This design comes from an exercise in tuning for small area, a short achievable clock period and few clock cycles per item on the open sky130 flow, not from production work.
In this exercise RTL edits were held to simulation tests only and were not proved equivalent to the original.

Setup of v25:
## alsctl_lux
module alsctl_lux (
    input  wire        clk,
    input  wire        rst,
    input  wire        start,
    input  wire [15:0] raw,
    input  wire [1:0]  gain,
    input  wire [3:0]  it,
    output wire        ready,
    output reg         done,
    output reg  [63:0] lux
);
    assign ready = 1'b1;
    reg [3:0] k;
    always @* begin
        case (gain)
            2'b00:   k = 4'd1;
            2'b01:   k = 4'd0;
            2'b10:   k = 4'd4;
            default: k = 4'd3;
        endcase
        case (it)
            4'b1100: k = k + 4'd5;
            4'b1000: k = k + 4'd4;
            4'b0000: k = k + 4'd3;
            4'b0001: k = k + 4'd2;
            4'b0010: k = k + 4'd1;
            default: k = k;
        endcase
    end
    reg [18:0] v;
    always @(posedge clk) begin
        if (rst) begin
            v    <= 19'd0;
            done <= 1'b0;
        end else begin
            v    <= {v[17:0], start};
            done <= v[18];
        end
    end
    reg [15:0] raw_0;
    reg [3:0]  k_0;
    always @(posedge clk) begin
        raw_0 <= raw;
        k_0   <= k;
    end
    reg [3:0] lz;
    always @* begin
        lz = 4'd15;
        for (integer i = 0; i < 16; i = i + 1)
            if (raw_0[i]) lz = 4'd15 - i[3:0];
    end
    wire [161:0] mx_s, mx_k;
    H mx_0 (raw_0[13], raw_0[10], mx_s[0], mx_k[0]);
    H mx_1 (raw_0[14], raw_0[11], mx_s[1], mx_k[1]);
    H mx_2 (raw_0[15], raw_0[12], mx_s[2], mx_k[2]);
    H mx_3 (raw_0[9], raw_0[6], mx_s[3], mx_k[3]);
    H mx_4 (raw_0[10], raw_0[7], mx_s[4], mx_k[4]);
    F mx_5 (raw_0[11], raw_0[8], ~raw_0[5], mx_s[5], mx_k[5]);
    F mx_6 (raw_0[12], raw_0[9], ~raw_0[6], mx_s[6], mx_k[6]);
    F mx_7 (mx_s[0], ~raw_0[7], ~raw_0[4], mx_s[7], mx_k[7]);
    H mx_8 (raw_0[2], ~raw_0[0], mx_s[8], mx_k[8]);
    F mx_9 (mx_k[0], mx_s[1], ~raw_0[8], mx_s[9], mx_k[9]);
    F mx_10 (~raw_0[5], raw_0[3], ~raw_0[1], mx_s[10], mx_k[10]);
    F mx_11 (mx_k[1], mx_s[2], ~raw_0[9], mx_s[11], mx_k[11]);
    F mx_12 (~raw_0[6], raw_0[4], ~raw_0[2], mx_s[12], mx_k[12]);
    F mx_13 (mx_k[2], raw_0[13], ~raw_0[10], mx_s[13], mx_k[13]);
    F mx_14 (~raw_0[7], raw_0[5], ~raw_0[3], mx_s[14], mx_k[14]);
  ...
Size: ~39000 cells after synthesis, ~4500 flip-flops, ~91 I/O pins, about 390000 sq um of cells after synthesis.
==> flow/config.mk <==
export PLATFORM = sky130hd
export DESIGN_NAME = alsctl_lux
export DESIGN_NICKNAME = alsctl_lux
export VERILOG_FILES = /design/flow/design.v
export SDC_FILE = /design/flow/constraint.sdc
export NUM_CORES = 4
export LEC_CHECK = 0
export CAP_MARGIN = 20
export CORE_MARGIN = 2
export CORE_UTILIZATION = 50
export SLEW_MARGIN = 20
==> flow/constraint.sdc <==
create_clock -name core_clock -period 22.0 [get_ports {clk}]
set_input_delay 4.4000 -clock core_clock [delete_from_list [all_inputs] [get_ports {clk}]]
set_output_delay 4.4000 -clock core_clock [all_outputs]
set_load 0.01 [all_outputs]
standard.sh (not shown) runs the stock make flow with config.mk's settings and CLKGATE_MAP_FILE= SYNTH_SCRIPT=/design/flow/synth_recipe.tcl, a recipe that flattens the netlist after the stock synthesis.
==> flow/flow/run.sh <==
#!/bin/bash
set -euo pipefail
export MAX_REPAIR_ANTENNAS_ITER_GRT=10
export MAX_REPAIR_ANTENNAS_ITER_DRT=15
bash standard.sh > standard.log 2>&1
The layout from v25, despite a flow that completed every stage, fails the layout checks, with the failing checks listed as antenna rules.
Testbench counts of v25, summed over its fixed seeds: cycles 672, items 512.
Modified inputs, v36 compared to v25
==> flow/run.sh (new file) <==
#!/bin/bash
# synth_recipe.tcl (not shown) runs the flow's synth.tcl, then flattens the netlist and writes it again
# the make line also repeats each setting of config.mk as NAME=value (left out here)
make -C /OpenROAD-flow-scripts/flow DESIGN_CONFIG=/design/flow/config.mk WORK_HOME=/design/flow/orfs CLKGATE_MAP_FILE= SYNTH_SCRIPT=/design/flow/synth_recipe.tcl finish
--- a/flow/config.mk
+++ b/flow/config.mk
@@ -8,4 +8,4 @@
 export CAP_MARGIN = 20
 export CORE_MARGIN = 2
-export CORE_UTILIZATION = 50
+export CORE_UTILIZATION = 40
 export SLEW_MARGIN = 20
removed: flow/flow/run.sh
removed: flow/standard.sh
Findings:
[v36] flow finished | final checks: failed | reasons: antenna rules
Between v25 and v36, the difference in via count is negligible.
Taking v25 as the reference, in v36 hold slack increased 0.012 ns, fmax decreased 0.0054 GHz, critical path depth decreased 6.
> inputs changed (v36 -> v28)
--- a/flow/config.mk
+++ b/flow/config.mk
@@ -8,4 +8,4 @@
 export CAP_MARGIN = 20
 export CORE_MARGIN = 2
-export CORE_UTILIZATION = 40
+export CORE_UTILIZATION = 50
 export SLEW_MARGIN = 20
Results
Number of global-route vias before repair of v28 falls short of that of v36 slightly.
Summary of v28 over v36: core utilization moved up.
Detail-routed net length per standard cell in v28 vs v36: up 3.5%
The worst hold slack across all endpoints number comes out higher for v36 vs v28.
v28 finished every stage; the final checks, however, were not passed, the failures being antenna rules.
Sort v36 and v28 by count of buffer and inverter cells on the critical path asc -> top: v36
v36 -> v28: wire length decreased slightly
Initial cell density of the core in v28 is 10 points higher than in v36

[afterwards: timing with drivers on the ports]
No port has a modelled driver above. Below, the same layouts with a new extraction and two added sets of constraints. Step 1 assumes that a clkbuf_16 drives the clock port and a buf_2 every other input. Step 2 moves the port delays by t, midway between the first and last clock arrival at a register: inputs arrive t later, outputs are due t later. That takes back most of the time a late clock gives input paths. Three values: ideal ports, drivers, drivers and shift; two values: the first two.
| run | t (ns) | setup slack, ns | pins driven straight from the clock port |
|---|---|---|---|
| v25 | 1.231 | 13.653 / 13.653 / 13.653 | 1 |
| v36 | 1.188 | 13.259 / 13.259 / 13.259 | 1 |
| v28 | 1.232 | 13.653 / 13.653 / 13.653 | 1 |
